Background: an optimization exercise with open tools, aiming at small area, a short achievable clock period and few clock cycles. Do not read the settings as production practice.
Function was not checked in any run shown here: the RTL went through the layout flow alone.

`flow/standard.sh`:
```
#!/bin/bash
# synth_recipe.tcl (not shown) runs the flow's synth.tcl, then flattens the netlist and writes it again
# the make line also repeats each setting of config.mk as NAME=value (left out here)
make -C /OpenROAD-flow-scripts/flow DESIGN_CONFIG=/design/flow/config.mk WORK_HOME=/design/flow/orfs CLKGATE_MAP_FILE= SYNTH_SCRIPT=/design/flow/synth_recipe.tcl "${@:-finish}"
```
`flow/flow/run.sh`:
```
#!/bin/bash
set -euo pipefail
export BUFFER_PORTS_ARGS="-buffer_cell sky130_fd_sc_hd__buf_2"
bash standard.sh > standard_flow.log 2>&1
```
`flow/config.mk`:
```
export PLATFORM = sky130hd
export DESIGN_NAME = nio61_qcf
export DESIGN_NICKNAME = nio61_qcf
export VERILOG_FILES = /design/flow/design.v
export SDC_FILE = /design/flow/constraint.sdc
export NUM_CORES = 4
export LEC_CHECK = 0
export CAP_MARGIN = 20
export CORE_MARGIN = 2
export CORE_UTILIZATION = 40
export PLACE_DENSITY = 0.6
export SETUP_SLACK_MARGIN = 1.0
export SLEW_MARGIN = 20
```
`flow/design.v`:
```
module nio61_qcf (
    input  wire        clk,
    input  wire        rst,
    input  wire        host_we,
    input  wire [7:0]  host_addr,
    input  wire [31:0] host_wdata,
    output reg  [31:0] host_rdata,
    output wire        busy,
    output reg         tx_valid,
    output wire        tx_err,
    output wire [31:0] tx_data
);
    localparam [4:0] R_CMD = 5'd0,  R_STATUS = 5'd1,  R_IN_LEN = 5'd2,
                     R_IN_W0 = 5'd3, R_IN_W1 = 5'd4,  R_IN_W2 = 5'd5,
                     R_CK_LEN = 5'd6, R_CK_OUT = 5'd7, R_RQ_CLIENT = 5'd8,
                     R_RQ_ADDR = 5'd9, R_RQ_VALUE = 5'd10, R_RQ_VMAX = 5'd11,
                     R_RQ_DIGITS = 5'd12, R_RQ_CKSUM = 5'd13, R_Q_VALUE = 5'd14,
                     R_Q_VMAX = 5'd15, R_Q_DIGITS = 5'd16, R_Q_SIGN = 5'd17,
                     R_Q_PATTERN = 5'd18, R_Q_DVALUE = 5'd19, R_RS_VALID = 5'd20,
                     R_RS_SIGN = 5'd21, R_RS_PATTERN = 5'd22, R_RS_DIGITS = 5'd23,
                     R_RS_ADDR = 5'd24, R_OUT_WORD = 5'd25;
    localparam [3:0] ST_OK = 4'h1, ST_MALFORMED = 4'h2, ST_CKSUM = 4'h3,
                     ST_INVALID = 4'h4, ST_RANGE = 4'h5, ST_ILLEGAL = 4'h6;
    localparam [2:0] S_IDLE = 3'd0, S_PROC = 3'd1, S_QENC = 3'd2,
                     S_QDLD = 3'd3, S_QDEC = 3'd4, S_CKS = 3'd5, S_QDFN = 3'd6;
    localparam [1:0] J_NONE = 2'd0, J_PROC = 2'd1, J_QENC = 2'd2, J_QDEC = 2'd3;
    reg [3:0]  status;
    reg [7:0]  in_len;
    reg [31:0] in_w0, in_w1, in_w2;
    reg [7:0]  ck_len;
    reg [15:0] ck_out;
    reg [15:0] rq_client;
    reg [23:0] rq_addr;
    reg [15:0] rq_value, rq_vmax;
    reg [7:0]  rq_digits;
    reg [15:0] rq_cksum;
    reg [15:0] q_value, q_vmax;
    reg [7:0]  q_digits;
    reg        q_sign;
    reg [26:0] q_pattern;
    reg [31:0] q_dvalue;
    reg        rs_valid, rs_sign;
    reg [26:0] rs_pattern;
    reg [7:0]  rs_digits;
    reg [15:0] rs_addr;
    reg [31:0] out_word;
    reg [2:0]  state;
    wire       idle = (state == S_IDLE);
    assign busy = ~idle;
    assign tx_err  = (status != ST_OK);
    assign tx_data = tx_err ? {28'd0, status} : out_word;
    wire [4:0] ha = host_addr[6:2];
    always @(*) begin
        case (ha)
            R_STATUS:     host_rdata = {28'd0, status};
            R_IN_LEN:     host_rdata = {24'd0, in_len};
            R_IN_W0:      host_rdata = in_w0;
            R_IN_W1:      host_rdata = in_w1;
            R_IN_W2:      host_rdata = in_w2;
            R_CK_LEN:     host_rdata = {24'd0, ck_len};
            R_CK_OUT:     host_rdata = {16'd0, ck_out};
            R_RQ_CLIENT:  host_rdata = {16'd0, rq_client};
            R_RQ_ADDR:    host_rdata = {8'd0, rq_addr};
            R_RQ_VALUE:   host_rdata = {16'd0, rq_value};
            R_RQ_VMAX:    host_rdata = {16'd0, rq_vmax};
            R_RQ_DIGITS:  host_rdata = {24'd0, rq_digits};
            R_RQ_CKSUM:   host_rdata = {16'd0, rq_cksum};
            R_Q_VALUE:    host_rdata = {16'd0, q_value};
            R_Q_VMAX:     host_rdata = {16'd0, q_vmax};
            R_Q_DIGITS:   host_rdata = {24'd0, q_digits};
            R_Q_SIGN:     host_rdata = {31'd0, q_sign};
            R_Q_PATTERN:  host_rdata = {5'd0, q_pattern};
            R_Q_DVALUE:   host_rdata = q_dvalue;
            R_RS_VALID:   host_rdata = {31'd0, rs_valid};
            R_RS_SIGN:    host_rdata = {31'd0, rs_sign};
            R_RS_PATTERN: host_rdata = {5'd0, rs_pattern};
            R_RS_DIGITS:  host_rdata = {24'd0, rs_digits};
            R_RS_ADDR:    host_rdata = {16'd0, rs_addr};
            R_OUT_WORD:   host_rdata = out_word;
            default:      host_rdata = 32'd0;
        endcase
    end
    wire [31:0] wd = rst ? 32'd0 : host_wdata;
    wire nr = ~rst;
    wire hw = host_we & idle;
    wire w_in_len  = hw & (ha == R_IN_LEN);
    wire w_in_w0   = hw & (ha == R_IN_W0);
    wire w_in_w1   = hw & (ha == R_IN_W1);
    wire w_in_w2   = hw & (ha == R_IN_W2);
    wire w_q_value = hw & (ha == R_Q_VALUE);
    wire w_q_vmax  = hw & (ha == R_Q_VMAX);
    wire cmd_wr    = hw & (ha == R_CMD);
    wire [3:0] opw   = host_wdata[3:0];
    wire       op_hi = (host_wdata[31:4] == 28'd0);
    wire c_cksum  = cmd_wr & op_hi & (opw == 4'h1);
    wire c_decreq = cmd_wr & op_hi & (opw == 4'h2);
    wire c_encreq = cmd_wr & op_hi & (opw == 4'h3);
    wire c_oct    = cmd_wr & op_hi & (opw == 4'h4);
    wire c_encrsp = cmd_wr & op_hi & (opw == 4'h5);
    wire c_decrsp = cmd_wr & op_hi & (opw == 4'h6);
    wire c_qenc   = cmd_wr & op_hi & (opw == 4'h7);
    wire c_qdec   = cmd_wr & op_hi & (opw == 4'h8);
    wire c_proc   = cmd_wr & op_hi & (opw == 4'h9);
    wire c_ill    = cmd_wr & ~(op_hi & (opw != 4'h0) & (opw <= 4'h9));
    wire in12    = (in_len == 8'd12);
    wire ck_bad  = (ck_len > 8'd12);
    wire ck_zero = (ck_len == 8'd0);
    wire oct_bad = (rq_addr[23:19] != 0) | (rq_addr[15:11] != 0) | (rq_addr[7:3] != 0);
    wire rsd_bad = (rs_digits == 8'd0) | (rs_digits > 8'd15);
    wire qd_bad  = (q_digits == 8'd0) | (q_digits > 8'd27) | (q_vmax == 16'd0);
    wire [7:0]  b_d0     = in_w0[15:8];
    wire [7:0]  b_d1     = in_w0[7:0];
    wire [7:0]  b_d2     = in_w1[31:24];
    wire [15:0] b_value  = in_w1[23:8];
    wire [15:0] b_vmax   = {in_w1[7:0], in_w2[31:24]};
    wire [7:0]  b_digits = in_w2[23:16];
    wire pd_bad = (b_digits == 8'd0) | (b_digits > 8'd15) | (b_vmax == 16'd0) |
                  (b_d0[7:3] != 0) | (b_d1[7:3] != 0) | (b_d2[7:3] != 0);
    wire [12:0] b_addr13 = {b_d0[2:0], b_d1[2:0], b_d2[2:0]};
    function [15:0] crc_byte(input [15:0] c_in, input [7:0] b);
        integer j;
        reg [15:0] c;
        begin
            c = c_in ^ {b, 8'h00};
            for (j = 0; j < 8; j = j + 1)
                c = c[15] ? ((c << 1) ^ 16'h1021) : (c << 1);
            crc_byte = c;
        end
    endfunction
    reg [15:0] c_st;
    reg [1:0]  c_prog;
    wire [15:0] cu_in  = (c_prog == 2'd0) ? 16'hFFFF : c_st;
    wire [31:0] cu_w   = (c_prog == 2'd0) ? in_w0 : (c_prog == 2'd1) ? in_w1 : in_w2;
    wire [15:0] cu_b1  = crc_byte(cu_in, cu_w[31:24]);
    wire [15:0] cu_b2  = crc_byte(cu_b1, cu_w[23:16]);
    wire [15:0] cu_b3  = crc_byte(cu_b2, cu_w[15:8]);
    wire [15:0] cu_b4  = crc_byte(cu_b3, cu_w[7:0]);
    wire        cks_m  = (state == S_CKS);
    wire        cks_last = (ck_len[3:2] == c_prog) | (ck_len[3:0] == {c_prog + 2'd1, 2'b00});
    wire [15:0] cu_out = (~cks_m | ~cks_last | ck_len[1:0] == 2'd0) ? cu_b4 :
                         (ck_len[1:0] == 2'd1) ? cu_b1 :
                         (ck_len[1:0] == 2'd2) ? cu_b2 : cu_b3;
    wire crc_rdy  = (c_prog == 2'd3);
    wire crc_bad  = (c_st != 16'd0);    
    reg  [26:0] ri;
    wire [4:0]  rd = idle ? rs_digits[4:0] : q_digits[4:0];
    wire [30:0] rz;
    genvar gk;
    generate for (gk = 0; gk < 27; gk = gk + 1) begin : g_rev
        assign rz[gk + 4] = ri[26 - gk];
    end endgenerate
    assign rz[3:0] = 4'd0;
    wire [30:0] rsh = rz >> (~rd);
    wire [26:0] ro  = rsh[26:0];
    reg [1:0]  e_job;
    reg        e_run;
    reg [17:0] e_a;       
    reg [15:0] e_w;       
    reg [15:0] e_g;       
    reg [3:0]  e_stp;     
    reg        e_neg, e_mz;
    reg        e_dec, e_sub;  
    function ge16(input [15:0] a, input [15:0] b);
        reg [15:0] gt, eq;
        reg [3:0]  g4, e4;
        integer i, k;
        begin
            for (i = 0; i < 16; i = i + 1) begin
                gt[i] = a[i] & ~b[i];
                eq[i] = ~(a[i] ^ b[i]);
            end
            for (k = 0; k < 4; k = k + 1) begin
                g4[k] = gt[4*k+3] | (eq[4*k+3] & gt[4*k+2]) |
                        (eq[4*k+3] & eq[4*k+2] & gt[4*k+1]) |
                        (eq[4*k+3] & eq[4*k+2] & eq[4*k+1] & gt[4*k]);
                e4[k] = eq[4*k+3] & eq[4*k+2] & eq[4*k+1] & eq[4*k];
            end
            ge16 = g4[3] | (e4[3] & g4[2]) | (e4[3] & e4[2] & g4[1]) |
                   (e4[3] & e4[2] & e4[1] & (g4[0] | e4[0]));
        end
    endfunction
    wire [17:0] e_x0  = {{2{e_sub}}, e_w};
    wire [17:0] e_x1  = {{3{e_sub}}, e_w[15:1]};
    wire [17:0] e_s0  = e_a + e_x0 + {17'd0, e_sub};
    wire        e_c0  = e_dec ? e_g[15] : (ge16(e_a[15:0], ~e_w) & ~e_mz);
    wire [17:0] e_a1  = e_c0 ? e_s0 : e_a;
    wire [17:0] e_s1  = e_a1 + e_x1 + {17'd0, e_sub};
    wire        e_c1  = e_dec ? e_g[14] : (ge16(e_a1[15:0], ~{1'b1, e_w[15:1]}) & ~e_mz);
    wire [17:0] e_a2  = e_c1 ? e_s1 : e_a1;
    wire [4:0]  e_cnt   = {e_stp, 1'b0};
    wire [4:0]  e_cnt2  = e_cnt + 5'd2;
    wire        e_wz_n  = (e_w[15:2] == {14{e_sub}});
    reg [15:0] e_g_st;
    integer gi;
    always @(*) begin
        e_g_st = e_g;
        if (e_run) begin
            if (e_dec) begin
                e_g_st = {e_g[13:0], 2'b00};
            end else begin
                for (gi = 0; gi < 16; gi = gi + 1)
                    if ((gi / 2) == e_stp)
                        e_g_st[15 - gi] = (gi % 2 == 0) ? e_c0 : e_c1;
            end
        end
    end
    wire [4:0] dp = b_digits[4:0];
    wire p_rdy = (e_job == J_PROC) &
                 (~e_run | e_mz | (e_cnt >= dp) | e_wz_n | (e_cnt2 >= dp));
    wire q_rdy = (e_job == J_QENC) & (~e_run | e_mz | (e_cnt >= q_digits[4:0]));
    wire d_fin = (e_g[13:0] == 14'd0) | e_wz_n | (e_stp == 4'd7);
    wire [14:0] p_mask = ~(15'h7FFF >> dp);
    wire [31:0] p_word = {1'b1, 2'b00, e_neg & ~e_mz, e_g_st[15:1] & p_mask, b_addr13};
    wire [31:0] enc_w0 = {rq_client, rq_addr[23:8]};
    wire [31:0] enc_w1 = {rq_addr[7:0], rq_value, rq_vmax[15:8]};
    wire [31:0] enc_w2 = {rq_vmax[7:0], rq_digits, rq_cksum};
    wire [31:0] nv_w1 = c_encreq ? enc_w1 : w_in_w1 ? host_wdata : in_w1;
    wire [31:0] nv_w2 = c_encreq ? enc_w2 : w_in_w2 ? host_wdata : in_w2;
    wire ld_p = w_in_w1 | w_in_w2 | c_encreq |
                (c_proc & in12 & (e_job != J_PROC));
    wire ld_q = w_q_value | w_q_vmax | (c_qenc & ~qd_bad & (e_job != J_QENC));
    wire [15:0] ld_val  = ld_p ? nv_w1[23:8] : (w_q_value ? host_wdata[15:0] : q_value);
    wire [15:0] ld_vmax = ld_p ? {nv_w1[7:0], nv_w2[31:24]} :
                          (w_q_vmax ? host_wdata[15:0] : q_vmax);
    wire [15:0] ld_mag  = ld_val[15] ? (~ld_val + 16'd1) : ld_val;
    wire        ld_nz   = (ld_val != 16'd0);
    always @(*) begin
        ri = 27'd0;
        if (idle) begin
            if (host_wdata[0]) ri = rs_pattern;               
            else begin                                        
                for (gi = 0; gi < 15; gi = gi + 1) ri[gi] = out_word[27 - gi];
            end
        end else if (state == S_QENC) begin
            for (gi = 0; gi < 16; gi = gi + 1) ri[gi] = e_g[15 - gi];
            for (gi = 16; gi < 27; gi = gi + 1) ri[gi] = ~e_mz;
        end else begin
            ri = q_pattern;                                   
        end
    end
    wire s_proc = (state == S_PROC);
    wire s_qenc = (state == S_QENC);
    wire s_qdld = (state == S_QDLD);
    wire s_qdec = (state == S_QDEC);
    wire p_act   = (c_proc & in12) | s_proc;
    wire p_wait  = ~crc_rdy | (~crc_bad & ~pd_bad & (b_value != 16'd0) & ~p_rdy);
    wire p_done  = p_act & ~p_wait;             
    wire p_ok    = p_done & ~crc_bad & ~pd_bad;
    wire p_zero  = (b_value == 16'd0);
    wire p_mal   = c_proc & ~in12;
    wire k_cks   = c_cksum & ~ck_bad & ~ck_zero;    
    wire k_cksok = cks_m & cks_last;                
    wire q_encok = s_qenc & q_rdy;
    wire q_decok = (state == S_QDFN);
    wire st_we = c_ill | c_cksum | c_decreq | c_encreq | c_oct | c_encrsp | c_decrsp |
                 (c_qenc & qd_bad) | (c_qdec & qd_bad) | p_mal | p_done |
                 k_cksok | q_encok | q_decok;
    reg [3:0] st_code;
    always @(*) begin
        st_code = ST_OK;
        if (c_ill) st_code = ST_ILLEGAL;
        else if (c_cksum & ck_bad) st_code = ST_RANGE;
        else if (c_decreq & ~in12) st_code = ST_MALFORMED;
        else if (c_oct & oct_bad) st_code = ST_RANGE;
        else if ((c_encrsp | c_decrsp) & rsd_bad) st_code = ST_RANGE;
        else if ((c_qenc | c_qdec) & qd_bad) st_code = ST_RANGE;
        else if (p_mal) st_code = ST_MALFORMED;
        else if (p_act & crc_bad) st_code = ST_CKSUM;
        else if (p_act & pd_bad) st_code = ST_INVALID;
    end
    reg [2:0] state_d;
    always @(*) begin
        state_d = state;
        case (state)
            S_IDLE: begin
                if (k_cks) state_d = S_CKS;
                if (c_qenc & ~qd_bad) state_d = S_QENC;
                if (c_qdec & ~qd_bad) state_d = S_QDLD;
                if (c_proc & in12 & p_wait) state_d = S_PROC;
            end
            S_PROC: if (p_done) state_d = S_IDLE;
            S_QENC: if (q_rdy) state_d = S_IDLE;
            S_QDLD: state_d = S_QDEC;
            S_QDEC: if (d_fin) state_d = S_QDFN;
            S_QDFN: state_d = S_IDLE;
            S_CKS:  if (cks_last) state_d = S_IDLE;
            default: state_d = S_IDLE;
        endcase
    end
    wire dr_in_w  = nr & c_encreq;
    wire dr_rq    = nr & c_decreq & in12;
    wire dr_ckout = nr & (k_cksok | (c_cksum & ck_zero));
    wire dr_oct   = nr & c_oct & ~oct_bad;
    wire dr_ersp  = nr & c_encrsp & ~rsd_bad;
    wire dr_drsp  = nr & c_decrsp & ~rsd_bad;
    wire dr_qenc  = nr & q_encok;
    wire dr_qdec  = nr & q_decok;
    wire dr_proc  = nr & p_ok;
    function hwr(input [4:0] idx);
        hwr = rst | (hw & (ha == idx));
    endfunction
    always @(posedge clk) begin
        state    <= rst ? S_IDLE : state_d;
        tx_valid <= nr & (p_mal | p_done);
        if (rst | st_we) status <= rst ? 4'd0 : st_code;
        if (hwr(R_IN_LEN) | dr_in_w)  in_len <= dr_in_w ? 8'd12 : wd[7:0];
        if (hwr(R_IN_W0) | dr_in_w)   in_w0  <= dr_in_w ? enc_w0 : wd;
        if (hwr(R_IN_W1) | dr_in_w)   in_w1  <= dr_in_w ? enc_w1 : wd;
        if (hwr(R_IN_W2) | dr_in_w)   in_w2  <= dr_in_w ? enc_w2 : wd;
        if (hwr(R_CK_LEN))            ck_len <= wd[7:0];
        if (hwr(R_CK_OUT) | dr_ckout) ck_out <= dr_ckout ? (cks_m ? cu_out : 16'hFFFF) : wd[15:0];
        if (hwr(R_RQ_CLIENT) | dr_rq) rq_client <= dr_rq ? in_w0[31:16] : wd[15:0];
        if (hwr(R_RQ_ADDR) | dr_rq)   rq_addr   <= dr_rq ? {b_d0, b_d1, b_d2} : wd[23:0];
        if (hwr(R_RQ_VALUE) | dr_rq)  rq_value  <= dr_rq ? b_value : wd[15:0];
        if (hwr(R_RQ_VMAX) | dr_rq)   rq_vmax   <= dr_rq ? b_vmax : wd[15:0];
        if (hwr(R_RQ_DIGITS) | dr_rq) rq_digits <= dr_rq ? b_digits : wd[7:0];
        if (hwr(R_RQ_CKSUM) | dr_rq)  rq_cksum  <= dr_rq ? in_w2[15:0] : wd[15:0];
        if (hwr(R_Q_VALUE))           q_value   <= wd[15:0];
        if (hwr(R_Q_VMAX))            q_vmax    <= wd[15:0];
        if (hwr(R_Q_DIGITS))          q_digits  <= wd[7:0];
        if (hwr(R_Q_SIGN) | dr_qenc)  q_sign    <= dr_qenc ? (e_neg & ~e_mz) : wd[0];
        if (hwr(R_Q_PATTERN) | dr_qenc) q_pattern <= dr_qenc ? ro : wd[26:0];
        if (hwr(R_Q_DVALUE) | dr_qdec)  q_dvalue  <= dr_qdec ? {{14{e_a[17]}}, e_a} : wd;
        if (hwr(R_RS_VALID) | dr_drsp)  rs_valid  <= dr_drsp ? out_word[31] : wd[0];
        if (hwr(R_RS_SIGN) | dr_drsp)   rs_sign   <= dr_drsp ? out_word[28] : wd[0];
        if (hwr(R_RS_PATTERN) | dr_drsp) rs_pattern <= dr_drsp ? ro : wd[26:0];
        if (hwr(R_RS_DIGITS))           rs_digits <= wd[7:0];
        if (hwr(R_RS_ADDR) | dr_drsp | dr_oct)
            rs_addr <= dr_drsp ? {3'd0, out_word[12:0]} :
                       dr_oct  ? {7'd0, rq_addr[18:16], rq_addr[10:8], rq_addr[2:0]} : wd[15:0];
        if (hwr(R_OUT_WORD) | dr_ersp | dr_proc)
            out_word <= dr_proc ? (p_zero ? {1'b1, 18'd0, b_addr13} : p_word) :
                        dr_ersp ? {rs_valid, 2'b00, rs_sign,
                                   ro[0], ro[1], ro[2], ro[3], ro[4], ro[5], ro[6], ro[7],
                                   ro[8], ro[9], ro[10], ro[11], ro[12], ro[13], ro[14],
                                   rs_addr[12:0]} : wd;
        if (rst) begin
            c_prog <= 2'd0;
        end else if (cks_m) begin
            if (~cks_last) begin
                c_st   <= cu_out;
                c_prog <= c_prog + 2'd1;
            end else begin
                c_prog <= 2'd0;
            end
        end else if (k_cks) begin
            c_prog <= 2'd0;
        end else begin
            if (c_prog != 2'd3) c_st <= cu_out;
            if (w_in_w0 | c_encreq)  c_prog <= 2'd0;
            else if (w_in_w1)        c_prog <= 2'd1;
            else if (w_in_w2)        c_prog <= (c_prog == 2'd0) ? 2'd1 : 2'd2;
            else if (c_prog != 2'd3) c_prog <= c_prog + 2'd1;
        end
        if (e_run) begin
            e_a   <= e_a2;
            e_w   <= {{2{e_sub}}, e_w[15:2]};
            e_g   <= e_g_st;
            e_stp <= e_stp + 4'd1;
        end
        if (rst) begin
            e_job <= J_NONE;
            e_run <= 1'b0;
        end else if (ld_p | ld_q) begin
            e_job <= ld_p ? J_PROC : J_QENC;
            e_run <= 1'b1;
            e_a   <= {2'b00, ld_mag};
            e_w   <= ~ld_vmax;
            e_g   <= {16{ld_nz}};
            e_stp <= 4'd0;
            e_dec <= 1'b0;
            e_sub <= 1'b1;
            e_neg <= ld_val[15];
            e_mz  <= ~ld_nz;
        end else if (s_qdld) begin
            e_job <= J_QDEC;
            e_run <= 1'b1;
            e_a   <= 18'd0;
            e_w   <= q_vmax ^ {16{q_sign}};
            e_g   <= {ro[0], ro[1], ro[2], ro[3], ro[4], ro[5], ro[6], ro[7],
                      ro[8], ro[9], ro[10], ro[11], ro[12], ro[13], ro[14], ro[15]};
            e_stp <= 4'd0;
            e_dec <= 1'b1;
            e_sub <= q_sign;
            e_neg <= q_sign;
            e_mz  <= 1'b0;
        end else if (e_run & (e_wz_n | (e_stp == 4'd7))) begin
            e_run <= 1'b0;
        end
    end
endmodule
```
`flow/constraint.sdc`:
```
create_clock -name core_clock -period 7.0 [get_ports {clk}]
set_input_delay 1.4000 -clock core_clock [delete_from_list [all_inputs] [get_ports {clk}]]
set_output_delay 1.4000 -clock core_clock [all_outputs]
set_load 0.01 [all_outputs]
```
==> metrics.md, run 1 <==
| Metric | Value |
|---|---|
| Drt via density | `7.14` |
| I/O Pins | `110` |
| # clock sinks | `495` |
| Main synth FF type | `edfxtp_1` |
| Insertion delay to the later sink of the worst-skew pair | `670 ps` |
| Fillers | `7818` |
| Area post-placement | `34500 sq um` |
| FFs w/ async S/R, synth | `0%` |
| TritonRoute pass-1 iters | `10` |
| Final Hold Vio Count | `0` |
| First-pass GRT wire length | `231000 um` |
| Register Area | `14200 sq um` |
| Fin. max-slew vios | `0` |
| Reg2reg path depth | `24` |
| Syn_nets | `3469` |
| Hold depth | `2` |
| Post-synth EDFFs | `432` |
| Final nets | `3512` |
| Die area | `83300 sq um` |
| Period minus WS final | `5780 ps` |
| Mapped Cells | `3368` |
| Port bufs | `106` |
| Synth top area cells | `edfxtp_1, mux2i_1, nand2_1` |
| Clock skew | `42.7 ps` |
| Pin count of the biggest net entering global routing | `95` |
| WL/cell | `37.8 um` |
| Min-Delay Path Class | `reg -> reg` |
| Vias in the first global route | `28668` |
| Antenna violations before repair | `26` |
| CP Launch Type | `input pin` |
| Multi-input logic area | `17200 sq um` |
| GRT overflow | `0` |
| CP Capture Type | `flop` |
| Iteration-0 DRC Markers | `6492` |
| Vias | `32415` |
| Antenna-violating nets left | `0` |
| Routability congestion estimate | `1.16` |
| Slew @ Worst Pin | `1330 ps` |
| Top-count cell post-synth | `edfxtp_1` |
| Synth top area share | `40.0%` |
| Cell Rows | `104` |
| Fmax | `0.173 GHz` |
| Synth area leader | `edfxtp_1` |
| Max capacitance violation total | `0` |
| Count of yosys warnings during synthesis | `1` |
| Arr. time, crit path | `6270 ps` |
| Crit Path Class | `in -> reg` |
| CTS buffer count | `56` |
| Worst path required time | `7480 ps` |
| Status | `finished clean` |
| Sequential area share after synthesis | `43.9%` |
| #FFs+latches synth | `495` |
| Yosys cell types | `91` |
| Syn Area/Cell | `9.62 sq um` |
| DP Wirelength | `125000 um` |
| Maximum buffer depth of the clock tree | `3` |
| CP Max Fanout | `15` |
| CTS tree | `done` |
| Clock slew at reported path FFs | `60 ps` |
| Detailed Route WL | `172000 um` |
| Post-route clock period utilization | `82.6%` |
| Core ar. | `80400 sq um` |
| Synth cell count leaders | `edfxtp_1, nand2_1, nor2_1` |
| RSZ-0062 raised after global routing | `yes` |
| Root buffer cell | `clkbuf_16` |
| Mapped cell area | `32400 sq um` |
| Die Span X | `289 um` |
| Sum of negative setup slack | `0 ps` |
| Synth-to-layout area growth | `12.9%` |
| Rel. slew slack | `11.2%` |
| Initial Util | `40.3%` |
| Share of cells above drive strength 1 | `13.7%` |
| Design area | `36600 sq um` |
| Die H | `289 um` |
| DRC viols | `0` |
| GRT Util Overall | `40.0%` |
| H-Tree Depth | `2` |
| Setup violators final | `0` |
## cell families after synthesis
logic type / after synthesis / share of synthesized area, %
buf+inv: 328 / 3.94
compound gates: 1022 / 21.9
fa+ha+maj: 58 / 2.33
mux: 196 / 6.33
flops: 495 / 43.9
xor+xnor: 175 / 5.78
simple gates: 1094 / 15.8
## worst max-delay path, stage by stage
cell and delay [ps]:
buf_2 340, nor4_1 320, nand2_1 280, or4_4 670
or4_1 780, o221ai_1 670, nand4_2 320, nor4_4 470
and3b_2 370, nor2_1 260, a21oi_1 240, o22ai_1 120
## path summary, 6_finish.rpt
path	startpoint	slack (ps)	endpoint
max	host_wdata[13]	1220	e_g[7]$_DFF_P_
min	e_a[17]$_DFF_P_	480	e_a[17]$_DFF_P_
max reg2reg	e_a[9]$_DFF_P_	1340	e_a[14]$_DFF_P_
min reg2reg	e_a[17]$_DFF_P_	480	e_a[17]$_DFF_P_
## cell usage in the layout, fill, tap and decap left out, types with 19 or more instances in the layout
| cell | Yosys | layout |
|---|---|---|
| edfxtp_1 | 432 | 432 |
| nand2_1 | 382 | 380 |
| nor2_1 | 301 | 296 |
| a21oi_1 | 246 | 244 |
| mux2i_1 | 162 | 160 |
| buf_4 | 2 | 138 |
| o21ai_0 | 125 | 120 |
| a21o_1 | 108 | 108 |
| buf_2 | 13 | 105 |
| xnor2_1 | 93 | 93 |
| nand3_1 | 90 | 88 |
| a22oi_1 | 77 | 76 |
| a22o_1 | 64 | 64 |
| o22ai_1 | 63 | 63 |
| dfxtp_1 | 63 | 60 |
| inv_1 | 60 | 59 |
| clkbuf_16 | 0 | 58 |
| xor2_1 | 56 | 56 |
| ha_1 | 54 | 52 |
| and2_1 | 48 | 46 |
| nor4_1 | 50 | 45 |
| a222oi_1 | 43 | 43 |
| nor2b_1 | 48 | 42 |
| a221oi_1 | 40 | 40 |
| nor3_1 | 47 | 40 |
| a211oi_1 | 43 | 40 |
| nand4_1 | 32 | 32 |
| a31oi_1 | 33 | 32 |
| mux2_2 | 30 | 30 |
| o221ai_1 | 28 | 27 |
| diode_2 | 0 | 21 |
| a221o_1 | 19 | 19 |
## metrics by stage
stage               util [%]  hold WS (ps)  worst slack (ps)  cells
finish                  45.5           480              1220   4537
global placement        43.0           462               399   4410
global route            45.4           500               936   4519
detailed placement      43.0           477               386   4410
floorplan                  -           439              1630   3368
CTS                     45.3           485              1020   4513
## state kept, by name, summed over array words and instances, names as in the netlist, 16 cells and up
name        count
c_st           16
in_w1          32
rq_addr        24
ck_out         16
e_w            16
q_value        16
e_g            16
out_word       32
q_vmax         16
q_pattern      27
rq_cksum       16
q_dvalue       32
rs_pattern     27
rq_client      16
rq_value       16
in_w0          32
rq_vmax        16
rs_addr        16
in_w2          32
e_a            18
## layout make-up
type,count,area share [%]
Antenna cell,21,0.144
Clock buffer,74,4.27
Clock inverter,29,0.783
Inverter,64,0.657
Multi-Input combinational cell,2545,47.0
Sequential cell,495,38.9
Tap cell,1060,3.63
Timing Repair Buffer,249,4.55
## per-layer routing
layer	routed length [um]	track usage [%]
met2	66300	54.2
met4	13600	24.4
met5	404	2.50
met1	62300	51.3
met3	29100	18.1
## timing repair
action | CTS | global route
hold buffers | 0 | 0
gates resized for setup | 5 | 16
pin swaps | 0 | 7
setup endpoints to repair | 9 | 36
setup buffers | 0 | 3
==> inputs of run 2 (changes only) <==
--- a/flow/design.v
+++ b/flow/design.v
@@ -24,3 +24,3 @@
     localparam [2:0] S_IDLE = 3'd0, S_PROC = 3'd1, S_QENC = 3'd2,
-                     S_QDLD = 3'd3, S_QDEC = 3'd4, S_CKS = 3'd5, S_QDFN = 3'd6;
+                     S_QDLD = 3'd3, S_QDEC = 3'd4, S_CKS = 3'd5;
     localparam [1:0] J_NONE = 2'd0, J_PROC = 2'd1, J_QENC = 2'd2, J_QDEC = 2'd3;
@@ -131,2 +131,3 @@
     reg [1:0]  c_prog;
+    reg [3:0]  c_left;
     wire [15:0] cu_in  = (c_prog == 2'd0) ? 16'hFFFF : c_st;
@@ -138,6 +139,6 @@
     wire        cks_m  = (state == S_CKS);
-    wire        cks_last = (ck_len[3:2] == c_prog) | (ck_len[3:0] == {c_prog + 2'd1, 2'b00});
-    wire [15:0] cu_out = (~cks_m | ~cks_last | ck_len[1:0] == 2'd0) ? cu_b4 :
-                         (ck_len[1:0] == 2'd1) ? cu_b1 :
-                         (ck_len[1:0] == 2'd2) ? cu_b2 : cu_b3;
+    wire [15:0] cu_out = (~cks_m | c_left[3:2] != 2'd0) ? cu_b4 :
+                         (c_left[1:0] == 2'd1) ? cu_b1 :
+                         (c_left[1:0] == 2'd2) ? cu_b2 : cu_b3;
+    wire cks_last = (c_left <= 4'd4);
     wire crc_rdy  = (c_prog == 2'd3);
@@ -253,3 +254,3 @@
     wire q_encok = s_qenc & q_rdy;
-    wire q_decok = (state == S_QDFN);
+    wire q_decok = s_qdec & d_fin;
     wire st_we = c_ill | c_cksum | c_decreq | c_encreq | c_oct | c_encrsp | c_decrsp |
@@ -283,4 +284,3 @@
             S_QDLD: state_d = S_QDEC;
-            S_QDEC: if (d_fin) state_d = S_QDFN;
-            S_QDFN: state_d = S_IDLE;
+            S_QDEC: if (d_fin) state_d = S_IDLE;
             S_CKS:  if (cks_last) state_d = S_IDLE;
@@ -322,3 +322,3 @@
         if (hwr(R_Q_PATTERN) | dr_qenc) q_pattern <= dr_qenc ? ro : wd[26:0];
-        if (hwr(R_Q_DVALUE) | dr_qdec)  q_dvalue  <= dr_qdec ? {{14{e_a[17]}}, e_a} : wd;
+        if (hwr(R_Q_DVALUE) | dr_qdec)  q_dvalue  <= dr_qdec ? {{14{e_a2[17]}}, e_a2} : wd;
         if (hwr(R_RS_VALID) | dr_drsp)  rs_valid  <= dr_drsp ? out_word[31] : wd[0];
@@ -342,2 +342,3 @@
                 c_prog <= c_prog + 2'd1;
+                c_left <= c_left - 4'd4;
             end else begin
@@ -347,2 +348,3 @@
             c_prog <= 2'd0;
+            c_left <= ck_len[3:0];
         end else begin
==> metrics.md, run 2 <==
| Metric | Value |
|---|---|
| Top-count cell post-synth | `nand2_1 (was edfxtp_1)` |
| Non-Filler Instances | `4603 (was 4537)` |
| Status | `finished clean (unchanged)` |
| GRT overflow | `0 (unchanged)` |
| Worst path required time | `7340 ps (was 7480 ps)` |
| CTS buffer count | `57 (was 56)` |
| Antenna-violating nets left | `0 (unchanged)` |
| Iteration-0 DRC Markers | `6551 (was 6492)` |
| Count of yosys warnings during synthesis | `1 (unchanged)` |
| GRT Util Overall | `40.7% (was 40.0%)` |
| Sum of negative setup slack | `0 ps (unchanged)` |
| Die area | `84200 sq um (was 83300 sq um)` |
| DRC viols | `0 (unchanged)` |
| Final nets | `3595 (was 3512)` |
| Fmax | `0.165 GHz (was 0.173 GHz)` |
| Vias in the first global route | `29016 (was 28668)` |
| Slew @ Worst Pin | `1370 ps (was 1330 ps)` |
| Arr. time, crit path | `6390 ps (was 6270 ps)` |
| Main synth FF type | `edfxtp_1 (unchanged)` |
| Insertion delay to the later sink of the worst-skew pair | `660 ps (was 670 ps)` |
| Drt via density | `7.05 (was 7.14)` |
| Die H | `290 um (was 289 um)` |
| Crit path buffers/inverters | `3 (was 1)` |
| Post-route clock period utilization | `86.4% (was 82.6%)` |
| Post-synth EDFFs | `436 (was 432)` |
| Hold Path Origin | `e_job[0]$_SDFFE_PP0P_ (was e_a[17]$_DFF_P_)` |
| Max capacitance violation total | `0 (unchanged)` |
| Hold depth | `2 (unchanged)` |
| Root buffer cell | `clkbuf_16 (unchanged)` |
| FFs w/ async S/R, synth | `0% (unchanged)` |
| Share of cells above drive strength 1 | `14.8% (was 13.7%)` |
| CP startpoint | `host_wdata[26] (was host_wdata[13])` |
| Detailed Route WL | `178000 um (was 172000 um)` |
| Final Util | `46.0% (was 45.5%)` |
| Pin count of the biggest net entering global routing | `113 (was 95)` |
| Mapped Cells | `3423 (was 3368)` |
| Mapped cell area | `32800 sq um (was 32400 sq um)` |
| R2r endpoint | `q_dvalue[18]$_DFFE_PP_ (was e_a[14]$_DFF_P_)` |
| Pre-CTS setup slack | `183 ps (was 386 ps)` |
| WL/cell | `38.7 um (was 37.8 um)` |
| Sequential area share after synthesis | `43.8% (was 43.9%)` |
| First-pass GRT wire length | `240000 um (was 231000 um)` |
| Clock slew at reported path FFs | `60 ps (about the same)` |
| Period minus WS final | `6050 ps (was 5780 ps)` |
| Commonest non-fill, non-tap cell in the layout | `nand2_1 (was edfxtp_1)` |
| Initial Util | `40.5% (was 40.3%)` |
| CP Capture Type | `flop (unchanged)` |
| DP Wirelength | `132000 um (was 125000 um)` |
| Core ar. | `80800 sq um (was 80400 sq um)` |
| Endpoint of the worst hold path | `e_job[0]$_SDFFE_PP0P_ (was e_a[17]$_DFF_P_)` |
| Setup ws final | `953 ps (was 1220 ps)` |
| Hold slack final | `519 ps (was 480 ps)` |
| R2R Setup Slk | `1120 ps (was 1340 ps)` |
| TritonRoute pass-1 iters | `8 (was 10)` |
| Synth area leader | `edfxtp_1 (unchanged)` |
| CP Max Fanout | `26 (was 15)` |
| Final Hold Vio Count | `0 (unchanged)` |
| Die Span X | `290 um (was 289 um)` |
| Rel. slew slack | `7.61% (was 11.2%)` |
| #FFs+latches synth | `499 (was 495)` |
| Setup violators final | `0 (unchanged)` |
| # clock sinks | `499 (was 495)` |
| Synth top area cells | `edfxtp_1, nand2_1, mux2i_1 (was edfxtp_1, mux2i_1, nand2_1)` |
| Critical-path cell list | `buf_2, nor4_1, nand3_1, nor3_1, and3_1, nor2_1, nor2_1, o211ai_1, buf_4, and2_1, nand3_2, buf_12 (was buf_2, nor4_1, nand2_1, or4_4, or4_1, o221ai_1, nand4_2, nor4_4, and3b_2, nor2_1, a21oi_1, o22ai_1)` |
| Antenna violations before repair | `13 (was 26)` |
| CP most frequent cell | `nor2_1` |
| Crit Path Class | `in -> reg (unchanged)` |
| RSZ-0062 raised after global routing | `no (was yes)` |
| Commonest non-fill, non-tap cells in the layout | `nand2_1, edfxtp_1, nor2_1, a21oi_1, o21ai_0 (was edfxtp_1, nand2_1, nor2_1, a21oi_1, mux2i_1)` |
| Cell family with most CP delay | `simple AND/OR/NAND/NOR gates (unchanged)` |
| Critical R2R Launch | `e_w[10]$_DFF_P_ (was e_a[9]$_DFF_P_)` |
| Reg2reg path depth | `22 (was 24)` |
| Vias | `32457 (was 32415)` |
| Synth cell count leaders | `nand2_1, edfxtp_1, nor2_1 (was edfxtp_1, nand2_1, nor2_1)` |
| Total placed cells including tap cells | `4477 (was 4410)` |
| Fin. max-slew vios | `0 (unchanged)` |
| Synth top area share | `40.0% (about the same)` |
| CP max-delay cell | `nor4_1 (was or4_1)` |
| Syn_nets | `3526 (was 3469)` |
| Yosys cell types | `100 (was 91)` |
| Crit path largest cell delay | `1190 ps (was 780 ps)` |
| CP Launch Type | `input pin (unchanged)` |
| Min-Delay Path Class | `reg -> reg (unchanged)` |
| Clock skew | `37.5 ps (was 42.7 ps)` |
| Port bufs | `106 (unchanged)` |
| H-Tree Depth | `2 (unchanged)` |
| Cts hold-fix bufs | `0 (unchanged)` |
| Syn Area/Cell | `9.57 sq um (was 9.62 sq um)` |
| Synth-to-layout area growth | `13.3% (was 12.9%)` |
| Cell Rows | `104 (unchanged)` |
| Maximum buffer depth of the clock tree | `3 (unchanged)` |
| Routability congestion estimate | `1.10 (was 1.16)` |
| CTS tree | `done (unchanged)` |
| I/O Pins | `110 (unchanged)` |
## run 2: how the worst max path moves through the flow
stage,slack (ps),cells after the start,endpoint
after detailed placement,180,22,q_dvalue[18]$_DFFE_PP_
final,950,12,out_word[22]$_DFFE_PP_
after global routing,970,22,q_dvalue[18]$_DFFE_PP_
after CTS,1010,23,q_dvalue[18]$_DFFE_PP_
after global placement,280,22,q_dvalue[23]$_DFFE_PP_
after floorplan,1090,25,q_dvalue[18]$_DFFE_PP_
## run 2: layer usage
metal | part of all wire, % | GRT usage (%)
met5 | 0.051 | 0
met4 | 7.7 | 24.5
met3 | 16 | 16.7
met1 | 37 | 53.3
met2 | 39 | 55.9
## run 2: cell type report
| type | count | area [sq um] |
|---|---|---|
| Antenna cell | 7 | 17.5 |
| Multi-Input combinational cell | 2600 | 17600 |
| Clock buffer | 70 | 1500 |
| Sequential cell | 499 | 14400 |
| Inverter | 68 | 255 |
| Tap cell | 1060 | 1330 |
| Fill cell | 7785 | 43700 |
| Timing Repair Buffer | 266 | 1830 |
| Clock inverter | 33 | 284 |
## run 2: repair_timing
| item | in CTS | in global routing |
|---|---|---|
| resized for setup | 12 | 40 |
| pin swaps | 3 | 12 |
| buffers inserted | 1 | 10 |
| gates cloned | 1 | 1 |
| setup endpoints to repair | 40 | 54 |
## run 2: kinds of logic (layout without fill, tap and decap cells)
family          after synthesis  count (layout)  synth area share, %
xor+xnor                    174             174                 6.04
buf+inv                     326             437                 3.85
flops                       499             499                 43.8
mux                         184             184                 6.38
simple gates               1144            1146                 15.9
fa+ha+maj                    60              60                 2.38
compound gates             1036            1036                 21.6
other cells                   0               7                    0
## run 2: stage by stage
step | cell area [sq um]
5_1_grt | 37100
3_5_place_dp | 35000
6_report | 37100
3_3_place_gp | 35000
4_1_cts | 36800
2_1_floorplan | 32800
## run 2: worst min-delay path: stages, from the launching register on
cell and delay [ps]:
dfxtp_1 320, nor2_1 110, nor3_1 50
==> inputs of run 3 (changes only) <==
--- a/flow/design.v
+++ b/flow/design.v
@@ -163,28 +163,9 @@
     reg        e_dec, e_sub;  
-    function ge16(input [15:0] a, input [15:0] b);
-        reg [15:0] gt, eq;
-        reg [3:0]  g4, e4;
-        integer i, k;
-        begin
-            for (i = 0; i < 16; i = i + 1) begin
-                gt[i] = a[i] & ~b[i];
-                eq[i] = ~(a[i] ^ b[i]);
-            end
-            for (k = 0; k < 4; k = k + 1) begin
-                g4[k] = gt[4*k+3] | (eq[4*k+3] & gt[4*k+2]) |
-                        (eq[4*k+3] & eq[4*k+2] & gt[4*k+1]) |
-                        (eq[4*k+3] & eq[4*k+2] & eq[4*k+1] & gt[4*k]);
-                e4[k] = eq[4*k+3] & eq[4*k+2] & eq[4*k+1] & eq[4*k];
-            end
-            ge16 = g4[3] | (e4[3] & g4[2]) | (e4[3] & e4[2] & g4[1]) |
-                   (e4[3] & e4[2] & e4[1] & (g4[0] | e4[0]));
-        end
-    endfunction
-    wire [17:0] e_x0  = {{2{e_sub}}, e_w};
-    wire [17:0] e_x1  = {{3{e_sub}}, e_w[15:1]};
-    wire [17:0] e_s0  = e_a + e_x0 + {17'd0, e_sub};
-    wire        e_c0  = e_dec ? e_g[15] : (ge16(e_a[15:0], ~e_w) & ~e_mz);
+    wire [17:0] e_x0  = {2'b00, e_w};
+    wire [17:0] e_x1  = {3'b000, e_w[15:1]};
+    wire [17:0] e_s0  = e_a + (e_x0 ^ {18{e_sub}}) + {17'd0, e_sub};
+    wire        e_c0  = e_dec ? e_g[15] : (~e_s0[17] & ~e_mz);
     wire [17:0] e_a1  = e_c0 ? e_s0 : e_a;
-    wire [17:0] e_s1  = e_a1 + e_x1 + {17'd0, e_sub};
-    wire        e_c1  = e_dec ? e_g[14] : (ge16(e_a1[15:0], ~{1'b1, e_w[15:1]}) & ~e_mz);
+    wire [17:0] e_s1  = e_a1 + (e_x1 ^ {18{e_sub}}) + {17'd0, e_sub};
+    wire        e_c1  = e_dec ? e_g[14] : (~e_s1[17] & ~e_mz);
     wire [17:0] e_a2  = e_c1 ? e_s1 : e_a1;
@@ -192,3 +173,3 @@
     wire [4:0]  e_cnt2  = e_cnt + 5'd2;
-    wire        e_wz_n  = (e_w[15:2] == {14{e_sub}});
+    wire        e_wz_n  = (e_w[15:2] == 14'd0);
     reg [15:0] e_g_st;
@@ -358,3 +339,3 @@
             e_a   <= e_a2;
-            e_w   <= {{2{e_sub}}, e_w[15:2]};
+            e_w   <= e_w >> 2;
             e_g   <= e_g_st;
@@ -369,3 +350,3 @@
             e_a   <= {2'b00, ld_mag};
-            e_w   <= ~ld_vmax;
+            e_w   <= ld_vmax;
             e_g   <= {16{ld_nz}};
@@ -380,3 +361,3 @@
             e_a   <= 18'd0;
-            e_w   <= q_vmax ^ {16{q_sign}};
+            e_w   <= q_vmax;
             e_g   <= {ro[0], ro[1], ro[2], ro[3], ro[4], ro[5], ro[6], ro[7],
--- a/flow/config.mk
+++ b/flow/config.mk
@@ -11,3 +11,3 @@
 export PLACE_DENSITY = 0.6
-export SETUP_SLACK_MARGIN = 1.0
+export SETUP_SLACK_MARGIN = 2.0
 export SLEW_MARGIN = 20
==> metrics.md, run 3 <==
| Metric | Value |
|---|---|
| DP Wirelength | `140000 um (was 132000 um)` |
| Main synth FF type | `edfxtp_1 (unchanged)` |
| H-Tree Depth | `2 (unchanged)` |
| CP max-delay cell | `edfxtp_1 (was nor4_1)` |
| Initial Util | `40.4% (was 40.5%)` |
| Synth top area cells | `edfxtp_1, nand2_1, mux2i_1 (unchanged)` |
| FFs w/ async S/R, synth | `0% (unchanged)` |
| Pin count of the biggest net entering global routing | `112 (was 113)` |
| Count of yosys warnings during synthesis | `1 (unchanged)` |
| DRC viols | `0 (unchanged)` |
| Cell Rows | `105 (was 104)` |
| Top-count cell post-synth | `nand2_1 (unchanged)` |
| Antenna-violating nets left | `0 (unchanged)` |
| Drt via density | `6.89 (was 7.05)` |
| GRT Util Overall | `42.6% (was 40.7%)` |
| Crit Path Class | `reg -> reg (was in -> reg)` |
| Sequential area share after synthesis | `43.3% (was 43.8%)` |
| Post-synth EDFFs | `436 (unchanged)` |
| Mapped cell area | `33100 sq um (was 32800 sq um)` |
| #FFs+latches synth | `499 (unchanged)` |
| Cts hold-fix bufs | `0 (unchanged)` |
| Core ar. | `82100 sq um (was 80800 sq um)` |
| Clock skew | `33.4 ps (was 37.5 ps)` |
| Synth-to-layout area growth | `21.7% (was 13.3%)` |
| Final Hold Vio Count | `0 (unchanged)` |
| Slew @ Worst Pin | `1290 ps (was 1370 ps)` |
| Syn Area/Cell | `9.43 sq um (was 9.57 sq um)` |
| Final nets | `3827 (was 3595)` |
| Yosys cell types | `95 (was 100)` |
| Antenna violations before repair | `15 (was 13)` |
| Iteration-0 DRC Markers | `6036 (was 6551)` |
| Arr. time, crit path | `6470 ps (was 6390 ps)` |
| Mapped Cells | `3515 (was 3423)` |
| Worst path required time | `7370 ps (was 7340 ps)` |
| Fmax | `0.164 GHz (was 0.165 GHz)` |
| Die H | `292 um (was 290 um)` |
| WL/cell | `38.9 um (was 38.7 um)` |
| CP Max Fanout | `8 (was 26)` |
| Synth top area share | `39.5% (was 40.0%)` |
| Insertion delay to the later sink of the worst-skew pair | `670 ps (was 660 ps)` |
| Fillers | `7697 (was 7785)` |
| CTS buffer count | `59 (was 57)` |
| Setup violators final | `0 (unchanged)` |
| Clock slew at reported path FFs | `70 ps (was 60 ps)` |
| Fin. max-slew vios | `0 (unchanged)` |
| CTS tree | `done (unchanged)` |
| Port bufs | `106 (unchanged)` |
| Area post-placement | `35600 sq um (was 35000 sq um)` |
| Status | `finished clean (unchanged)` |
| Syn_nets | `3614 (was 3526)` |
| TritonRoute pass-1 iters | `10 (was 8)` |
| CP Launch Type | `flop (was input pin)` |
| GRT overflow | `0 (unchanged)` |
| Maximum buffer depth of the clock tree | `3 (unchanged)` |
| Detailed Route WL | `189000 um (was 178000 um)` |
| Die Span X | `292 um (was 290 um)` |
| I/O Pins | `110 (unchanged)` |
| Share of cells above drive strength 1 | `21.5% (was 14.8%)` |
| CP Capture Type | `flop (unchanged)` |
| CP most frequent cell | `a21o_1 (was nor2_1)` |
| Design area | `40300 sq um (was 37100 sq um)` |
| # clock sinks | `499 (unchanged)` |
| Rel. slew slack | `14.2% (was 7.61%)` |
| Commonest non-fill, non-tap cell in the layout | `nand2_1 (unchanged)` |
| Max capacitance violation total | `0 (unchanged)` |
| Crit path largest cell delay | `470 ps (was 1190 ps)` |
| Pre-CTS setup slack | `447 ps (was 183 ps)` |
| Vias | `33475 (was 32457)` |
| Period minus WS final | `6100 ps (was 6050 ps)` |
| Routability congestion estimate | `1.09 (was 1.10)` |
| Synth area leader | `edfxtp_1 (unchanged)` |
| Die area | `85200 sq um (was 84200 sq um)` |
| Setup ws final | `900 ps (was 953 ps)` |
| Root buffer cell | `clkbuf_16 (unchanged)` |
| First-pass GRT wire length | `251000 um (was 240000 um)` |
| Min-Delay Path Class | `reg -> reg (unchanged)` |
| RSZ-0062 raised after global routing | `yes (was no)` |
| Post-route clock period utilization | `87.1% (was 86.4%)` |
| Commonest non-fill, non-tap cells in the layout | `nand2_1, edfxtp_1, buf_4, nor2_1, o21ai_0 (was nand2_1, edfxtp_1, nor2_1, a21oi_1, o21ai_0)` |
| Sum of negative setup slack | `0 ps (unchanged)` |
| Synth cell count leaders | `nand2_1, edfxtp_1, nor2_1 (unchanged)` |
| Vias in the first global route | `29985 (was 29016)` |
==> run 3: repair_timing <==
item / in CTS / in global routing
setup buffers: 81 / 53
pin swaps: 50 / 66
setup endpoints to repair: 123 / 90
gates resized for setup: 177 / 138
gates cloned: 5 / 3
==> run 3: layer usage <==
metal | share of wire, % | vias to the layer above | GRT usage [%]
li1 | - | 13645 | -
met5 | 0.21 | - | 1.53
met1 | 37 | 16309 | 55.9
met2 | 40 | 2894 | 59.8
met4 | 7.5 | 10 | 23.4
met3 | 16 | 617 | 16.3
==> run 3: path summary, 6_finish.rpt <==
| kind | from | end | slack, ps | cells after the start |
|---|---|---|---|---|
| setup reg to reg | e_sub$_SDFFCE_PN1P_ | q_dvalue[16]$_DFFE_PP_ | 900 | 28 |
| hold reg to reg | c_prog[1]$_SDFFE_PP0P_ | c_prog[1]$_SDFFE_PP0P_ | 530 | 2 |
| hold / removal | c_prog[1]$_SDFFE_PP0P_ | c_prog[1]$_SDFFE_PP0P_ | 530 | 2 |
| setup / recovery | e_sub$_SDFFCE_PN1P_ | q_dvalue[16]$_DFFE_PP_ | 900 | 28 |
==> run 3: cells by family after synthesis <==
family | Yosys count | share of synthesized area, %
AND/OR/NAND/NOR | 1180 | 16.3
AO/OA/AOI/OAI | 1063 | 21.4
flip-flops | 499 | 43.3
buffers and inverters | 336 | 3.92
multiplexers | 222 | 7.49
XOR/XNOR | 159 | 5.46
adder cells (fa/ha/maj) | 56 | 2.16
==> run 3: worst max-delay path: cells and delay by family (launching register included) <==
kind	cells	cell delay (ps)
AND/OR/NAND/NOR	5	1130
flip-flops	1	470
AO/OA/AOI/OAI	11	1850
XOR/XNOR	2	420
multiplexers	3	850
adder cells (fa/ha/maj)	2	350
buffers and inverters	5	740
==> run 3: through the flow <==
stage / std cells / utilization [%] / hold WS, ps
after floorplan: 3515 / - / 479
after global placement: 4594 / 43.3 / 507
after detailed placement: 4595 / 43.3 / 518
after CTS: 4791 / 47.7 / 527
after global routing: 4849 / 49.1 / 565
final: 4855 / 49.1 / 534
==> run 3: area by class of cell <==
class                      count  area, sq um  share of cell area (%)
inverter                      74          293                   0.726
tap                         1070         1340                    3.32
clock buffer                  66         1500                    3.73
multi-input combinational   2680        19100                    47.2
timing repair buffer         414         3340                    8.29
clock inverter                44          425                    1.05
antenna                        8         20.0                  0.0496
sequential                   499        14400                    35.6

-- separate check: timing with driven ports --
Ports are ideal in the flow. The routed layouts listed here were re-timed in OpenROAD. Step 1 assumes that a clkbuf_16 drives the clock port and a buf_2 every other input. Step 2, shift: input delay + t, output delay - t, t = (earliest + latest rising clock arrival at the registers) / 2. This alone moves slack from input paths to output paths. a / b / c = ideal / step 1 / step 2; a / b = the first two.
run	t, ns	setup slack, ns	worst register clock-pin slew, ns
run 1	0.714	1.219 / 1.218 / 0.555	0.07 / 0.07
run 2	0.705	0.953 / 0.991 / 0.286	0.07 / 0.07
run 3	0.724	0.900 / 0.900 / 0.900	0.07 / 0.07
After both steps every run listed still meets setup and hold. For run 2, which loses most, drivers alone change the setup slack by +0.038 ns; drivers and shift together by -0.667 ns.
